Context: an optimization exercise on an open-source flow, tuned for small area. The choices shown serve that exercise and are no tape-out recipe.
Only simulation tests tie the RTL to the original design; equivalence was not proved.

==> design.v <==
module belt_core (
    input  wire        clk,
    input  wire        rst,
    output reg         mem_req,
    output reg         mem_we,
    output wire [15:0] mem_addr,
    output wire [15:0] mem_wdata,
    input  wire        mem_ready,
    input  wire [15:0] mem_rdata,
    output wire        halted,
    output wire [1:0]  result,
    output wire [15:0] pc_o,
    output wire [15:0] sp_o
);
    localparam [4:0] S_CLR    = 5'd0,
                     S_F0     = 5'd1,
                     S_FKQ    = 5'd2,    
                     S_FKS    = 5'd3,    
                     S_OPS    = 5'd4,    
                     S_EXEC   = 5'd5,
                     S_MUL    = 5'd6,
                     S_DIV    = 5'd7,
                     S_SHIFT  = 5'd8,
                     S_COPY   = 5'd9,    
                     S_PUSH   = 5'd10,   
                     S_LD     = 5'd11,   
                     S_JMP    = 5'd12,   
                     S_SKIP   = 5'd13,   
                     S_CALL0  = 5'd14,   
                     S_CALL   = 5'd15,
                     S_RET    = 5'd16,
                     S_RA     = 5'd17,
                     S_RSP    = 5'd18,
                     S_ST     = 5'd19,   
                     S_PSH0   = 5'd20,   
                     S_POP    = 5'd21,
                     S_HALT2  = 5'd24,
                     S_HALT3  = 5'd25;
    reg [4:0]  state;
    reg [15:0] ring [0:15];
    reg [3:0]  idx;
    reg [4:0]  cnt;
    reg        sfull;
    reg [15:0] dring;    
    reg        dph;      
    reg [15:0] ir;
    reg [15:0] p;
    reg [15:0] q;
    reg [15:0] s;
    reg [15:0] pcm;
    reg [15:0] sp;
    wire [15:0] tap = ring[15];
    assign halted    = (state == S_HALT2) | (state == S_HALT3);
    assign result    = {1'b1, state == S_HALT3};
    assign pc_o      = pcm;
    assign sp_o      = sp;
    assign mem_wdata = s;
    wire [3:0] cls = {1'b0, ir[14:12]};
    wire       is1 = (ir[14:12] == 3'd1);
    wire       is2 = (ir[14:12] == 3'd2);
    wire       is3 = (ir[14:12] == 3'd3);
    wire       is4 = (ir[14:12] == 3'd4);
    wire       is6 = (ir[14:12] == 3'd6);
    wire [3:0] sub = ir[11:8];
    wire [3:0] fp  = ir[7:4];
    wire [3:0] fq  = ir[3:0];
    wire at_p  = (idx == fp);
    wire at_q  = (idx == fq);
    wire at_15 = (idx == 4'd15);
    wire [3:0] d_cls = mem_rdata[15:12];
    wire [3:0] d_sub = mem_rdata[11:8];
    wire       d_p0  = (mem_rdata[7:4] == 4'd0);
    wire       d_q0  = (mem_rdata[3:0] == 4'd0);
    reg d_valid;
    always @* begin
        case (d_cls)
            4'd1:    d_valid = (d_sub < 4'd3)  && d_q0;
            4'd2:    d_valid = (d_sub < 4'd4)  && d_p0 && d_q0;
            4'd3:    d_valid = (d_sub < 4'd3);
            4'd4:    d_valid = (d_sub < 4'd10);
            4'd5:    d_valid = (d_sub < 4'd3);
            4'd6:    d_valid = (d_sub < 4'd3)  && d_q0;
            4'd7:    d_valid = (d_sub < 4'd2)  && d_p0 && d_q0;    
            default: d_valid = 1'b0;
        endcase
    end
    wire need_q  = ir[14] & ~ir[13];                   
    wire save    = is4 & ir[11] & ir[8];               
    wire p_to_s  = is1 | save | (is6 & ir[9]);
    wire push_s  = ir[13] & (ir[14] | ~ir[12]);        
    wire shl     = is3 ? ~ir[8] : ~ir[11];              
    localparam [1:0] A_Q = 2'd0, A_PSH = 2'd1, A_PC = 2'd2, A_SP = 2'd3;
    localparam [1:0] B_OFF = 2'd0, B_S = 2'd1, B_NS = 2'd2, B_MUL = 2'd3;
    localparam [1:0] L_AND = 2'd0, L_OR = 2'd1, L_XOR = 2'd2;
    reg  [1:0]  asel, bsel, lop;
    reg  [5:0]  off;
    reg         cin, shin;
    reg  [15:0] a, b;
    always @* begin
        case (asel)
            A_Q:     a = q;
            A_PSH:   a = {p[14:0], shin};
            A_PC:    a = pcm;
            default: a = sp;
        endcase
        if (bsel == B_OFF)
            b = {{10{off[5]}}, off};
        else
            b = (s & {16{bsel != B_MUL || q[15]}}) ^ {16{bsel == B_NS}};
    end
    wire [16:0] sum17 = {1'b0, a} + {1'b0, b} + {16'd0, cin};
    wire [15:0] sum   = sum17[15:0];
    wire        cout  = sum17[16];
    wire        l_and = (lop != L_XOR);
    wire        l_xor = (lop != L_AND);
    wire [15:0] lres  = ((a & b) & {16{l_and}}) | ((a ^ b) & {16{l_xor}});
    assign mem_addr = sum;
    wire div_ge = p[15] | cout;
    wire zero   = (sum == 16'd0);
    wire cnt0   = (cnt == 5'd0);
    wire [3:0] ret_n   = fq;
    wire [3:0] slot    = cnt[3:0] - 4'd1;
    wire       at_slot = (idx == slot);
    reg        wr, wsel_s, push;           
    reg [2:0]  p_op;                       
    reg [1:0]  q_op;                       
    reg [1:0]  s_op;                       
    reg        qin;
    reg        pc_en, sp_en, ir_en;
    reg [4:0]  nstate;
    reg [4:0]  cnt_n;
    reg        cnt_ld;
    reg        sfull_n;
    reg        take;
    always @* begin
        mem_req  = 1'b0;
        mem_we   = 1'b0;
        wr       = 1'b0;
        wsel_s   = 1'b0;
        push     = 1'b0;
        p_op     = 3'd0;
        q_op     = 2'd0;
        s_op     = 2'd0;
        qin      = 1'b0;
        pc_en    = 1'b0;
        sp_en    = 1'b0;
        ir_en    = 1'b0;
        asel     = A_Q;
        bsel     = B_OFF;
        off      = 6'd0;
        cin      = 1'b0;
        shin     = 1'b0;
        lop      = L_AND;
        nstate   = state;
        cnt_ld   = 1'b0;
        cnt_n    = cnt - 5'd1;
        sfull_n  = sfull;
        take     = 1'b0;
        case (state)
            S_CLR: begin
                asel   = A_PSH;
                off    = 6'h3f;
                cnt_ld = 1'b1;
                cnt_n  = cnt + 5'd1;
                if (cnt0) begin
                    p_op = 3'd1;
                    off  = 6'd0;
                end else begin
                    wr = 1'b1;
                    if (cnt == 5'd1) begin
                        pc_en = 1'b1;
                        sp_en = 1'b1;
                    end
                    if (cnt == 5'd16)
                        nstate = S_F0;
                end
            end
            S_F0: begin
                mem_req = 1'b1;
                asel    = A_PC;
                off     = 6'd1;
                sfull_n = 1'b0;
                if (mem_ready) begin
                    ir_en  = 1'b1;
                    pc_en  = 1'b1;
                    cnt_ld = 1'b1;
                    cnt_n  = 5'd16;
                    if (!d_valid)
                        nstate = S_HALT2;
                    else case (d_cls)
                        4'd1: nstate = S_FKQ;
                        4'd2: nstate = (d_sub == 4'd1) ? S_FKS : S_FKQ;
                        4'd3: nstate = (d_sub == 4'd2) ? S_RET : S_OPS;
                        4'd6: nstate = (d_sub == 4'd2) ? S_PSH0 : S_OPS;
                        4'd7: nstate = (d_sub == 4'd0) ? S_F0 : S_POP;
                        default: nstate = S_OPS;
                    endcase
                end
            end
            S_FKQ, S_FKS: begin
                mem_req = 1'b1;
                asel    = A_PC;
                off     = 6'd1;
                if (mem_ready) begin
                    pc_en = 1'b1;
                    if (state == S_FKS) begin
                        p_op   = 3'd4;
                        nstate = S_PUSH;
                    end else begin
                        q_op = 2'd2;
                        if (is1)
                            nstate = S_OPS;
                        else if (is2)
                            case (sub[1:0])
                                2'd0:    nstate = S_LD;
                                2'd2:    nstate = S_CALL0;
                                default: nstate = S_JMP;
                            endcase
                        else
                            nstate = S_JMP;    
                    end
                end
            end
            S_OPS: begin
                p_op   = 3'd1;
                cnt_ld = 1'b1;
                if (at_p) begin
                    if (p_to_s) s_op = 2'd1;
                    else        q_op = 2'd1;
                end
                if (at_q && need_q) begin
                    if (save) q_op = 2'd1;
                    else      s_op = 2'd1;
                end
                if (cnt0)
                    nstate = S_EXEC;
            end
            S_EXEC: begin
                asel   = A_Q;
                bsel   = B_S;
                cnt_ld = 1'b1;
                cnt_n  = 5'd16;
                case (cls)
                    4'd1: begin
                        p_op   = 3'd1;
                        lop    = sub[1:0];
                        nstate = S_PUSH;
                    end
                    4'd3: begin
                        cnt_n  = {1'b0, fq};
                        nstate = S_SHIFT;
                    end
                    4'd5: begin
                        bsel = B_NS;
                        cin  = 1'b1;
                        case (sub[1:0])
                            2'd0:    nstate = !cout ? S_FKQ : S_SKIP;
                            2'd1:    nstate = (!cout || zero) ? S_FKQ : S_SKIP;
                            default: nstate = zero ? S_FKQ : S_SKIP;
                        endcase
                    end
                    4'd6: case (sub[1:0])
                        2'd0:    nstate = S_LD;
                        2'd1:    nstate = S_JMP;
                        default: nstate = S_ST;
                    endcase
                    default: casez (sub)      
                        4'b1??1: nstate = S_ST;   
                        4'b1??0, 4'b0111: begin cnt_n = {1'b0, s[3:0]}; nstate = S_SHIFT; end
                        4'b0000: begin p_op = 3'd2; nstate = S_PUSH; end
                        4'b0001: begin p_op = 3'd2; bsel = B_NS; cin = 1'b1; nstate = S_PUSH; end
                        4'b0010: nstate = S_MUL;
                        4'b0011: begin asel = A_PSH; nstate = zero ? S_HALT3 : S_DIV; end   
                        4'b0100: begin p_op = 3'd1; lop = L_AND; nstate = S_PUSH; end
                        4'b0101: begin p_op = 3'd1; lop = L_OR;  nstate = S_PUSH; end
                        default: begin p_op = 3'd1; lop = L_XOR; nstate = S_PUSH; end
                    endcase
                endcase
            end
            S_MUL: begin
                asel = A_PSH;
                bsel = B_MUL;
                if (cnt0)
                    nstate = S_PUSH;
                else begin
                    p_op   = 3'd2;
                    q_op   = 2'd3;
                    cnt_ld = 1'b1;
                end
            end
            S_DIV: begin
                asel = A_PSH;
                shin = q[15];
                bsel = B_NS;
                cin  = 1'b1;
                qin  = div_ge;
                if (cnt0)
                    nstate = S_COPY;
                else begin
                    p_op   = div_ge ? 3'd2 : 3'd3;
                    q_op   = 2'd3;
                    cnt_ld = 1'b1;
                end
            end
            S_SHIFT: begin
                asel   = A_PSH;
                shin   = q[15];
                cnt_ld = 1'b1;
                if (shl) begin
                    if (cnt0)
                        nstate = S_COPY;
                    else begin
                        p_op = 3'd3;
                        q_op = 2'd3;
                    end
                end else begin
                    cnt_n = cnt + 5'd1;
                    if (cnt[4])
                        nstate = S_PUSH;
                    else begin
                        p_op = 3'd3;
                        q_op = 2'd3;
                    end
                end
            end
            S_COPY: begin
                asel   = A_Q;
                p_op   = 3'd2;
                nstate = S_PUSH;
            end
            S_PUSH: begin
                wsel_s = push_s;
                if (at_15) begin
                    wr     = 1'b1;
                    push   = 1'b1;
                    nstate = S_F0;
                end
            end
            S_LD: begin
                mem_req = 1'b1;
                asel    = A_Q;
                if (mem_ready) begin
                    p_op   = 3'd4;
                    nstate = S_PUSH;
                end
            end
            S_POP: begin
                mem_req = 1'b1;
                asel    = A_SP;
                off     = 6'd1;
                if (mem_ready) begin
                    p_op   = 3'd4;
                    sp_en  = 1'b1;
                    nstate = S_PUSH;
                end
            end
            S_JMP: begin
                asel   = A_Q;
                off    = 6'h3f;
                pc_en  = 1'b1;
                nstate = S_F0;
            end
            S_SKIP: begin
                asel   = A_PC;
                off    = 6'd1;
                pc_en  = 1'b1;
                nstate = S_F0;
            end
            S_CALL0: begin
                asel   = A_SP;
                off    = 6'h30;            
                sp_en  = 1'b1;
                nstate = S_CALL;
            end
            S_CALL: begin
                asel = A_SP;
                off  = {1'b0, {1'b0, fq} + 5'd1};
                if (sfull) begin
                    mem_req = 1'b1;
                    mem_we  = 1'b1;
                    if (mem_ready)
                        sfull_n = 1'b0;
                end
                if ((!sfull || mem_ready) && (dring[15] != dph) && !cnt0) begin
                    s_op    = 2'd1;
                    sfull_n = 1'b1;
                    take    = 1'b1;
                    cnt_ld  = 1'b1;
                end
                if (cnt0 && !sfull)
                    nstate = S_JMP;
            end
            S_RET: begin
                asel = A_SP;
                if (sfull) begin
                    off = {1'b0, cnt - 5'd1 - {1'b0, ret_n}};
                    if (at_slot) begin
                        wr      = 1'b1;
                        wsel_s  = 1'b1;
                        cnt_ld  = 1'b1;
                        sfull_n = 1'b0;
                        if (cnt[3:0] - 4'd1 > ret_n) begin
                            mem_req = 1'b1;
                            if (mem_ready) begin
                                p_op    = 3'd4;
                                sfull_n = 1'b1;
                            end
                        end
                    end
                end else begin
                    off = {1'b0, cnt - {1'b0, ret_n}};
                    if (cnt == {1'b0, ret_n})
                        nstate = S_RA;
                    else begin
                        mem_req = 1'b1;
                        if (mem_ready) begin
                            p_op    = 3'd4;
                            sfull_n = 1'b1;
                        end
                    end
                end
            end
            S_RA: begin
                mem_req = 1'b1;
                asel    = A_SP;
                off     = 6'd17;
                if (mem_ready) begin
                    q_op   = 2'd2;
                    nstate = S_RSP;
                end
            end
            S_RSP: begin
                asel   = A_SP;
                off    = 6'd17;
                sp_en  = 1'b1;
                nstate = S_JMP;
            end
            S_PSH0: begin
                asel   = A_SP;
                off    = 6'h3f;
                sp_en  = 1'b1;
                nstate = S_OPS;
            end
            S_ST: begin
                mem_req = 1'b1;
                mem_we  = 1'b1;
                if (is6) begin
                    asel = A_SP;
                    off  = 6'd1;
                end
                if (mem_ready)
                    nstate = S_F0;
            end
            default: ;    
        endcase
    end
    integer k;
    always @(posedge clk) begin
        for (k = 15; k > 0; k = k - 1)
            ring[k] <= ring[k-1];
        ring[0] <= wr ? p : ring[15];
    end
    always @(posedge clk) begin
        if (rst) begin
            state <= S_CLR;
            cnt   <= 5'd0;
            idx   <= 4'd15;
        end else begin
            state <= nstate;
            if (cnt_ld)
                cnt <= cnt_n;
            if (!push)
                idx <= idx - 4'd1;
        end
    end
    always @(posedge clk) begin
        dring <= {dring[14:0], (state == S_CLR) ? 1'b0 : take ? dph : dring[15]};
        if (rst)
            dph <= 1'b0;
        else if (state == S_CALL0)
            dph <= ~dph;
        sfull <= sfull_n;
        if (ir_en)
            ir <= mem_rdata;
        else if (take)
            ir[3:0] <= idx;
        if (pc_en)
            pcm <= sum;
        if (sp_en)
            sp <= sum;
        case (p_op)
            3'd1:    p <= lres;
            3'd2:    p <= sum;
            3'd3:    p <= a;
            3'd4:    p <= mem_rdata;
            default: ;
        endcase
        case (q_op)
            2'd1:    q <= tap;
            2'd2:    q <= mem_rdata;
            2'd3:    q <= {q[14:0], qin};
            default: ;
        endcase
        if (s_op[0])
            s <= tap;
    end
endmodule
==> flow/run.sh <==
#!/bin/bash
# The standard layout (standard.sh) with three changes:
#  1. after the standard synthesis, the combinational logic is mapped again
#     by ABC with an area-oriented script (flip-flops are kept as they are:
#     same cells, same names), see resyn below;
#  2. ports are buffered with the smallest buffer, buf_1;
#  3. CTS uses clkbuf_8 in clusters of at most 15 sinks and inserts no
#     dummy loads.
# Each tool writes its full output to a log file in this folder.
set -euo pipefail
export BUFFER_PORTS_ARGS="-buffer_cell sky130_fd_sc_hd__buf_1"
export CTS_ARGS="-sink_clustering_enable -repair_clock_nets -dont_use_dummy_load -buf_list {sky130_fd_sc_hd__clkbuf_8} -sink_clustering_size 15 -sink_clustering_max_diameter 50"

R=orfs/results/${FLOW_PLATFORM}/belt_core/base
LIB=${FLOW_HOME}/platforms/${FLOW_PLATFORM}/lib/sky130_fd_sc_hd__tt_025C_1v80.lib

# standard synthesis
bash standard.sh synth > synth.log 2>&1
cp $R/1_2_yosys.v 1_2_yosys_standard.v

# remap the combinational logic for area
DU=$(sed -n '/DONT_USE_CELLS += /,/^#/p' ${FLOW_HOME}/platforms/${FLOW_PLATFORM}/config.mk \
     | grep -o 'sky130_fd_sc_hd__[a-z0-9_]*' | sed 's/^/-dont_use /' | tr '\n' ' ')
SEQ=$(grep -o 'sky130_fd_sc_hd__[a-z0-9_]*' 1_2_yosys_standard.v | sort -u \
      | grep -E '__(df|edf|sdf|sedf|dl)' | tr '\n' ' ')
printf 'strash\n&get -n\n&deepsyn -T 40\n&put\ndch -f\namap -F 5 -A 5\nstrash\ndch -f\namap -F 5 -A 5\ntopo\n' > resyn.abc
cat > resyn.ys <<EOT
read_liberty -ignore_miss_func $LIB
blackbox $SEQ
read_verilog 1_2_yosys_standard.v
hierarchy -top ${FLOW_TOP}
flatten
opt_clean -purge
abc -liberty $LIB $DU -script resyn.abc
setundef -zero
splitnets
opt_clean -purge
hilomap -singleton -hicell sky130_fd_sc_hd__conb_1 HI -locell sky130_fd_sc_hd__conb_1 LO
insbuf -buf sky130_fd_sc_hd__buf_4 A X
opt_clean -purge
stat -liberty $LIB
write_verilog -noattr -nohex -nodec 1_2_yosys_resyn.v
EOT
yosys -s resyn.ys > resyn.log 2>&1
cp 1_2_yosys_resyn.v $R/1_2_yosys.v

# the rest of the flow (1_synth.odb is rebuilt from the new netlist)
bash standard.sh > standard.log 2>&1
==> standard.sh <==
#!/bin/bash
# synth_recipe.tcl (not shown) runs the flow's synth.tcl, then flattens the netlist and writes it again
# the make line also repeats each setting of config.mk as NAME=value (left out here)
make -C /OpenROAD-flow-scripts/flow DESIGN_CONFIG=/design/flow/config.mk WORK_HOME=/design/flow/orfs CLKGATE_MAP_FILE= SYNTH_SCRIPT=/design/flow/synth_recipe.tcl "${@:-finish}"
==> config.mk <==
export PLATFORM = sky130hd
export DESIGN_NAME = belt_core
export DESIGN_NICKNAME = belt_core
export VERILOG_FILES = /design/flow/design.v
export SDC_FILE = /design/flow/constraint.sdc
export NUM_CORES = 4
export LEC_CHECK = 0
export CAP_MARGIN = 20
export CORE_MARGIN = 2
export CORE_UTILIZATION = 40
export PLACE_DENSITY = 0.6
export SLEW_MARGIN = 20
==> constraint.sdc <==
create_clock -name core_clock -period 10.0 [get_ports {clk}]
set_input_delay 2.0000 -clock core_clock [delete_from_list [all_inputs] [get_ports {clk}]]
set_output_delay 2.0000 -clock core_clock [all_outputs]
set_load 0.01 [all_outputs]
==> flow_summary_export.csv, run 1 <==
group,metric,value,unit
run_status,status,"timing/DRC/antenna clean",
detailed_routing,met3_length,3020,um
setup_path,endpoint,"mem_addr[15]",
setup_path,timing_worst_setup_path_type,"reg2out",
final_layout,fin_util,0.4448,
setup_path,critPathMaxFanout,9,
sta,hold_viol,0,
floorplan,io-pin-count,88,
placed_design,gp_congestion,0.9361,
final_layout,drive_above_1_share,0.06490,
synth,avgSynthCellArea,11.12,sq um
grt,antenna_found_initial,0,
synth,syn-cell-area,12790,sq um
setup_path,cp-end-kind,"output port",
clocking,cts_buffers,37,
setup_path,r2r_start,"cls[1]$_DFFE_PP_",
clocking,cts_buffer_depth,3,
sta,setup_violations,0,
detailed_routing,drc_errors,0,
sta,slew_headroom,0.3555,
detailed_routing,postRouteAntennaNets,0,
detailed_routing,top_layer,"met4",
setup_path,reg2reg_slack,1590,ps
job,max_cap_viol_count,0,
final_layout,postLayoutCellArea,14040,sq um
grt,grt_pass1_wl,54240,um
placed_design,io_buffers,86,
floorplan,rows,65,
detailed_routing,wl_met2,16160,um
floorplan,core,31560,sq um
setup_path,crit_path_frequent_cell,"nor2_1",
clocking,root_buffer,"clkbuf_8",
placed_design,dp_slack,418.6,ps
detailed_routing,routed_wl,36190,um
clocking,clkSinkCount,383,
grt,grt_max_degree,20,
synth,yosys_warnings,2,
final_layout,antenna_cells_inserted,0,
setup_path,crit_path_top_delay_cell,"edfxtp_1",
detailed_routing,vias,9206,
synth,synth_cells,1150,
floorplan,start_util,0.4054,
floorplan,die_h,182.8,um
placed_design,postPlaceCellArea,13460,sq um
final_layout,nNetsFinal,1269,
detailed_routing,drt_pass1_iterations,10,
setup_path,r2r_end,"p[6]$_DFFE_PP_",
floorplan,die_w,182.8,um
sta,layout_min_cycle_time,9073,ps
detailed_routing,viasPerCell,5.579,
setup_path,crit_start,"cls[1]$_DFFE_PP_",
clocking,clk_latency,560,ps
placed_design,dp.final_hpwl,26250,um
grt,grt_usage,0.2161,
worst_hold_path,hp-class,"reg2reg",
sta,period_share,0.9073,
setup_path,arrival,7070,ps
clocking,cts_tree,"yes",
final_layout,fillCellCount,2974,
setup_path,cp-start-kind,"flip-flop",
final_layout,layout_commonest_cell,"dfxtp_1",
setup_path,cpPeakStageDelay,340,ps
detailed_routing,wl_per_cell,21.93,um
setup_path,worst-r2r-cell-count,46,
grt,grt_remaining_overflow,0,
detailed_routing,wl_met1,15750,um
sta,layout_setup_ws,926.6,ps
clocking,cts.htree.levels,2,
sta,clock.fmax,0.1102,GHz
final_layout,layout_common_cells,"dfxtp_1, nor2_1, clkinv_1, edfxtp_1, buf_1",
grt,grt_pass1_vias,8810,
floorplan,dieArea,33420,sq um
detailed_routing,first_iter_violations,1141,
setup_path,critPathRequiredTime,8000,ps
final_layout,syn_to_final_growth,9.743,%
sta,clock_skew,93.51,ps
clocking,cts_hold_buf,0,
sta,slew_viol_final,0,
sta,tightest_slew,966.8,ps
synth,syn_nets,1169,
clocking,clkTransAtPathRegs,80,ps
[flip-flops by register name, summed over array words and instances, names as in the netlist]
signal,count
ring,256
dring,16
p,16
pcm,16
q,16
s,16
sp,16
cnt,5
state,5
fp,4
fq,4
idx,4
ir,4
cls,3
dph,1
sfull,1
[worst min path at each step]
stage                              startpoint                  end  slack, ps  depth (start not counted)
after floorplan              dring[9]$_DFF_P_    dring[10]$_DFF_P_        310                          0
after global placement    ring[14][5]$_DFF_P_  ring[15][5]$_DFF_P_        310                          0
after detailed placement  ring[11][9]$_DFF_P_  ring[12][9]$_DFF_P_        310                          0
after CTS                 ring[11][5]$_DFF_P_  ring[12][5]$_DFF_P_        300                          0
after global routing      ring[11][5]$_DFF_P_  ring[12][5]$_DFF_P_        320                          0
final                        dring[6]$_DFF_P_     dring[7]$_DFF_P_        300                          0
[routing by layer]
metal	vias to the layer above	global-route usage
met5	-	0
met4	0	0.08160
met3	84	0.04309
met2	473	0.3408
met1	4361	0.2955
li1	4288	-
[cell type report]
type                            instances  area [sq um]  area share
Clock buffer                           37         509.2     0.03628
Inverter                              131         495.5     0.03530
Multi-Input combinational cell        587          3397      0.2420
Sequential cell                       383          8630      0.6148
Tap cell                              402         503.0     0.03583
Timing Repair Buffer                  110         503.0     0.03583
[through the flow]
stage	cells	hold WS, ps	TNS, ps
after floorplan	1150	309.6	0
after global placement	1608	310.2	0
after detailed placement	1608	312.1	0
after CTS	1645	300.4	0
after global routing	1650	316.6	-48.40
final	1650	303.8	0
[repair_timing]
item / CTS / global route
gates resized for setup: 1 / 19
pin swaps: 0 / 1
endpoints found under the setup margin: 1 / 25
setup buffers: 0 / 5
[critical path: cells and delay by family (launching register included)]
kind                   cells  cell delay (ps)
AND/OR/NAND/NOR           20             2470
flip-flops                 1              340
buffers and inverters      4              610
AO/OA/AOI/OAI             16             3110
==> run 2: changes to the inputs <==
--- a/config.mk
+++ b/config.mk
@@ -8,5 +8,5 @@
 export CAP_MARGIN = 20
 export CORE_MARGIN = 2
-export CORE_UTILIZATION = 40
-export PLACE_DENSITY = 0.6
+export CORE_UTILIZATION = 60
+export PLACE_DENSITY = 0.75
 export SLEW_MARGIN = 20
==> run 2 against run 1 <==
  * Still clean on timing, DRC and antenna
  * Clock skew decreased by 19 ps
  * First-iteration DRC count increased by 27%
  * Cell count shrank 7.9%
  * Die area is 33% lower
  * Largest cell class unchanged
  * Highest routed layer unchanged
==> flow_summary_export.csv, run 2 <==
group,metric,value,unit
final_layout,layout_common_cells,"dfxtp_1, nor2_1, clkinv_1, edfxtp_1, buf_1",
floorplan,io-pin-count,88,
setup_path,crit_path_top_delay_cell,"edfxtp_1",
setup_path,cp-end-kind,"output port",
final_layout,syn_to_final_growth,8.090,%
sta,setup_violations,0,
clocking,cts_tree,"yes",
detailed_routing,postRouteAntennaNets,0,
detailed_routing,routed_wl,34480,um
grt,grt_pass1_vias,8904,
sta,layout_min_cycle_time,9408,ps
grt,grt_remaining_overflow,0,
floorplan,start_util,0.6104,
synth,synth_cells,1150,
detailed_routing,met3_length,3640,um
synth,syn-cell-area,12790,sq um
sta,clock_skew,74.82,ps
setup_path,cp_top_family,"compound AO/OA/AOI/OAI gates",
sta,clock.fmax,0.1063,GHz
final_layout,antenna_cells_inserted,0,
detailed_routing,drc_errors,0,
sta,tightest_slew,816.5,ps
final_layout,layout_commonest_cell,"dfxtp_1",
floorplan,die_h,150.0,um
synth,avgSynthCellArea,11.12,sq um
final_layout,fin_util,0.6598,
setup_path,critPathRequiredTime,8000,ps
floorplan,die_w,150.0,um
clocking,cts_buffer_depth,3,
detailed_routing,drt_pass1_iterations,9,
final_layout,largest_reg_flops,256,
setup_path,crit_path_frequent_cell,"nor2_1",
grt,grt_usage,0.3071,
detailed_routing,wl_met2,15240,um
placed_design,io_buffers,86,
floorplan,dieArea,22500,sq um
sta,period_share,0.9408,
detailed_routing,first_iter_violations,1453,
final_layout,nNetsFinal,1266,
detailed_routing,viasPerCell,6.199,
setup_path,path_buf_inv,4,
placed_design,dp.final_hpwl,24980,um
clocking,clk_latency,560,ps
final_layout,top_register,"ring",
sta,slew_headroom,0.4557,
floorplan,core,20960,sq um
job,max_cap_viol_count,0,
placed_design,gp_congestion,0.9684,
clocking,cts_buffers,37,
setup_path,cpPeakStageDelay,350,ps
final_layout,drive_above_1_share,0.05863,
setup_path,timing_worst_setup_path_type,"reg2out",
worst_hold_path,hp-class,"reg2reg",
clocking,root_buffer,"clkbuf_8",
grt,antenna_found_initial,0,
synth,yosys_warnings,2,
setup_path,critPathMaxFanout,10,
grt,grt_pass1_wl,51560,um
setup_path,cp-start-kind,"flip-flop",
detailed_routing,top_layer,"met4",
clocking,cts_hold_buf,0,
detailed_routing,wl_met1,13930,um
synth,syn_nets,1169,
sta,hold_viol,0,
clocking,cts.htree.levels,2,
clocking,clkTransAtPathRegs,90,ps
run_status,status,"timing/DRC/antenna clean",
setup_path,arrival,7410,ps
clocking,clkSinkCount,383,
detailed_routing,wl_per_cell,22.68,um
sta,slew_viol_final,0,
grt,grt_max_degree,28,
detailed_routing,vias,9423,
floorplan,rows,53,
-- run 2: per-layer routing --
metal  GRT usage  vias up
met2      0.4667      597
met5           0        -
met3     0.06280      111
met1      0.4259     4428
met4      0.1420        0
li1            -     4287
-- run 2: final timing paths --
| check | endpoint | depth (start not counted) | startpoint | slack (ps) |
|---|---|---|---|---|
| hold / removal | dring[4]$_DFF_P_ | 0 | dring[3]$_DFF_P_ | 310 |
| setup reg to reg | p[6]$_DFFE_PP_ | 46 | cls[1]$_DFFE_PP_ | 930 |
| hold reg to reg | dring[4]$_DFF_P_ | 0 | dring[3]$_DFF_P_ | 310 |
| setup / recovery | mem_addr[15] | 38 | cls[1]$_DFFE_PP_ | 590 |
-- run 2: final cells by class --
cell class	count	area, sq um
repair buffers	107	480.5
flip-flops and latches	383	8628
fillers	1632	7129
well taps	275	344.1
inverters	131	491.7
multi-input cells	587	3372
clock buffers	37	509.2
-- run 2: stage by stage --
stage	hold WS [ps]	instances	setup WS (ps)	TNS, ps	cell area, sq um
3_3_place_gp	310.5	1482	732.9	0	13300
6_report	305.9	1520	591.6	0	13830
3_5_place_dp	312.1	1482	511.5	0	13300
5_1_grt	311.1	1520	-37.16	-37.16	13830
4_1_cts	300.5	1519	84.73	0	13810
2_1_floorplan	309.6	1150	864.7	0	12790
-- run 2: timing repair --
| action | 4_1_cts | 5_1_grt |
|---|---|---|
| gates resized for setup | 2 | 11 |
| buffers inserted | 0 | 1 |
| cloned | 0 | 0 |
| endpoints found under the setup margin | 1 | 12 |
| pin swaps | 0 | 1 |
==> run 3: changes to the inputs <==
--- a/flow/run.sh
+++ b/flow/run.sh
@@ -5,10 +5,10 @@
 #     same cells, same names), see resyn below;
 #  2. ports are buffered with the smallest buffer, buf_1;
-#  3. CTS uses clkbuf_8 in clusters of at most 15 sinks and inserts no
+#  3. CTS uses clkbuf_16 in clusters of at most 30 sinks and inserts no
 #     dummy loads.
 # Each tool writes its full output to a log file in this folder.
 set -euo pipefail
 export BUFFER_PORTS_ARGS="-buffer_cell sky130_fd_sc_hd__buf_1"
-export CTS_ARGS="-sink_clustering_enable -repair_clock_nets -dont_use_dummy_load -buf_list {sky130_fd_sc_hd__clkbuf_8} -sink_clustering_size 15 -sink_clustering_max_diameter 50"
+export CTS_ARGS="-sink_clustering_enable -repair_clock_nets -dont_use_dummy_load -buf_list {sky130_fd_sc_hd__clkbuf_16} -sink_clustering_size 30 -sink_clustering_max_diameter 80"
 
 R=orfs/results/${FLOW_PLATFORM}/belt_core/base
==> run 3 against run 2 <==
  * Core utilization shrank 0.40 points
  * Cell area shrank 0.61%
  * Critical path type unchanged
  * Clock skew shrank 27 ps
  * Die area is the same
  * Wire length grew 0.58%
  * Critical endpoint unchanged
  * Synthesized cell count is the same
==> flow_summary_export.csv, run 3 <==
group,metric,value,unit
final_layout,drive_above_1_share,0.04327,
sta,clock.fmax,0.1067,GHz
placed_design,io_buffers,86,
final_layout,top_register,"ring",
detailed_routing,viasPerCell,6.190,
sta,slew_headroom,0.4248,
synth,syn_nets,1169,
sta,rsz0062_at_grt,"no",
setup_path,crit_path_top_delay_cell,"edfxtp_1",
sta,tightest_slew,855.5,ps
detailed_routing,drc_errors,0,
grt,antenna_found_initial,0,
sta,clock_skew,47.55,ps
clocking,cts_buffer_depth,3,
floorplan,io-pin-count,88,
clocking,clkTransAtPathRegs,100,ps
floorplan,rows,53,
detailed_routing,routed_wl,34680,um
floorplan,die_h,150.0,um
detailed_routing,first_iter_violations,1435,
clocking,cts_hold_buf,0,
final_layout,layout_commonest_cell,"dfxtp_1",
final_layout,antenna_cells_inserted,0,
job,max_cap_viol_count,0,
clocking,clk_latency,520,ps
grt,grt_remaining_overflow,0,
worst_hold_path,hp-class,"reg2reg",
grt,grt_max_degree,31,
detailed_routing,vias,9285,
placed_design,gp_congestion,0.9684,
clocking,cts_buffers,17,
setup_path,critPathMaxFanout,10,
sta,hold_viol,0,
final_layout,largest_reg_flops,256,
detailed_routing,postRouteAntennaNets,0,
setup_path,crit_path_frequent_cell,"nor2_1",
setup_path,cp-end-kind,"output port",
floorplan,die_w,150.0,um
clocking,cts.htree.levels,1,
synth,yosys_warnings,2,
clocking,root_buffer,"clkbuf_16",
setup_path,timing_worst_setup_path_type,"reg2out",
floorplan,core,20960,sq um
final_layout,syn_to_final_growth,7.434,%
sta,slew_viol_final,0,
floorplan,start_util,0.6104,
setup_path,critPathRequiredTime,8000,ps
sta,layout_min_cycle_time,9370,ps
clocking,clkSinkCount,383,
synth,synth_cells,1150,
grt,grt_pass1_vias,8672,
final_layout,layout_common_cells,"dfxtp_1, nor2_1, clkinv_1, edfxtp_1, buf_1",
setup_path,cp-start-kind,"flip-flop",
setup_path,reg2reg_slack,980,ps
sta,period_share,0.9370,
placed_design,dp.final_hpwl,24980,um
grt,grt_pass1_wl,51830,um
setup_path,cpPeakStageDelay,360,ps
setup_path,arrival,7370,ps
detailed_routing,drt_pass1_iterations,10,
final_layout,nNetsFinal,1246,
synth,syn-cell-area,12790,sq um
sta,setup_violations,0,
clocking,cts_tree,"yes",
floorplan,dieArea,22500,sq um
detailed_routing,wl_per_cell,23.12,um
grt,grt_usage,0.3074,
final_layout,fillCellCount,1627,
sta,setup-tns-final,0,ps
synth,avgSynthCellArea,11.12,sq um
run_status,status,"timing/DRC/antenna clean",
-- run 3: worst paths after layout --
kind                             from             endpoint  cells past startpoint
setup reg to reg     cls[1]$_DFFE_PP_       p[6]$_DFFE_PP_                     46
hold reg to reg   ring[11][4]$_DFF_P_  ring[12][4]$_DFF_P_                      0
setup / recovery     cls[1]$_DFFE_PP_         mem_addr[15]                     38
hold / removal    ring[11][4]$_DFF_P_  ring[12][4]$_DFF_P_                      0
-- run 3: per-layer routing --
| metal | vias up | track usage | wire length, um |
|---|---|---|---|
| met2 | 570 | 0.4719 | 15260 |
| met1 | 4357 | 0.4394 | 14440 |
| met3 | 108 | 0.05030 | 3355 |
| met4 | 0 | 0.1208 | 1624 |
| li1 | 4250 | - | - |
| met5 | - | 0 | 0 |
-- run 3: worst max-delay path, delay by kind of cell (launching register included) --
kind | cells | cell delay, ps
AO/OA/AOI/OAI | 17 | 3400
AND/OR/NAND/NOR | 17 | 2450
buffers and inverters | 4 | 610
flip-flops | 1 | 360
-- run 3: layout make-up --
| class | count | area, sq um | share of cell area |
|---|---|---|---|
| tap | 275 | 344.1 | 0.02504 |
| inverter | 131 | 491.7 | 0.03578 |
| multi-input combinational | 587 | 3372 | 0.2454 |
| clock buffer | 17 | 425.4 | 0.03096 |
| sequential | 383 | 8628 | 0.6279 |
| timing repair buffer | 107 | 480.5 | 0.03496 |
-- run 3: repair_timing --
item | 4_1_cts | 5_1_grt
setup buffers | 0 | 1
pin swaps | 0 | 1
resized for setup | 1 | 11
hold endpoints to repair | 0 | 0
endpoints found under the setup margin | 1 | 19
-- run 3: per-stage QoR --
| stage | std cells | area, sq um | setup slack [ps] | util | hold slack [ps] |
|---|---|---|---|---|---|
| 2_1_floorplan | 1150 | 12790 | 864.7 | - | 309.6 |
| 3_3_place_gp | 1482 | 13300 | 732.9 | 0.6345 | 310.5 |
| 3_5_place_dp | 1482 | 13300 | 511.5 | 0.6345 | 312.1 |
| 4_1_cts | 1499 | 13720 | 4.267 | 0.6549 | 276.8 |
| 5_1_grt | 1500 | 13740 | 17.90 | 0.6558 | 273.5 |
| 6_report | 1500 | 13740 | 629.9 | 0.6558 | 272.4 |

-- what the ideal ports hide --
In the flow no input, the clock included, has a driving cell. The finished layouts below were timed again as built, in two steps. Step 1 sets driving cells, clkbuf_16 on the clock port and buf_2 on the other inputs (assumed; they add their load-dependent delay and slew). Step 2 adds t to the input delays and takes it off the output delays; t is the mean of the earliest and latest rising clock arrival at the registers after step 1. Input paths then give back, and output paths get back, about the clock's delay inside the block. a / b / c = ideal / step 1 / step 2; a / b = the first two.
| run | t (ns) | slack for setup (ns) | latest minus earliest clock arrival (ns) | slew at the worst register clock pin (ns) | worst slew at a driven data input, ns |
|---|---|---|---|---|---|
| run 1 | 0.562 | 0.927 / 0.881 / 1.443 | 0.093 / 0.094 | 0.09 / 0.09 | 0.04 |
| run 2 | 0.572 | 0.592 / 0.545 / 0.933 | 0.075 / 0.075 | 0.09 / 0.09 | 0.05 |
| run 3 | 0.551 | 0.630 / 0.579 / 0.980 | 0.048 / 0.048 | 0.12 / 0.12 | 0.04 |
After both steps setup and hold are still met in every run listed.
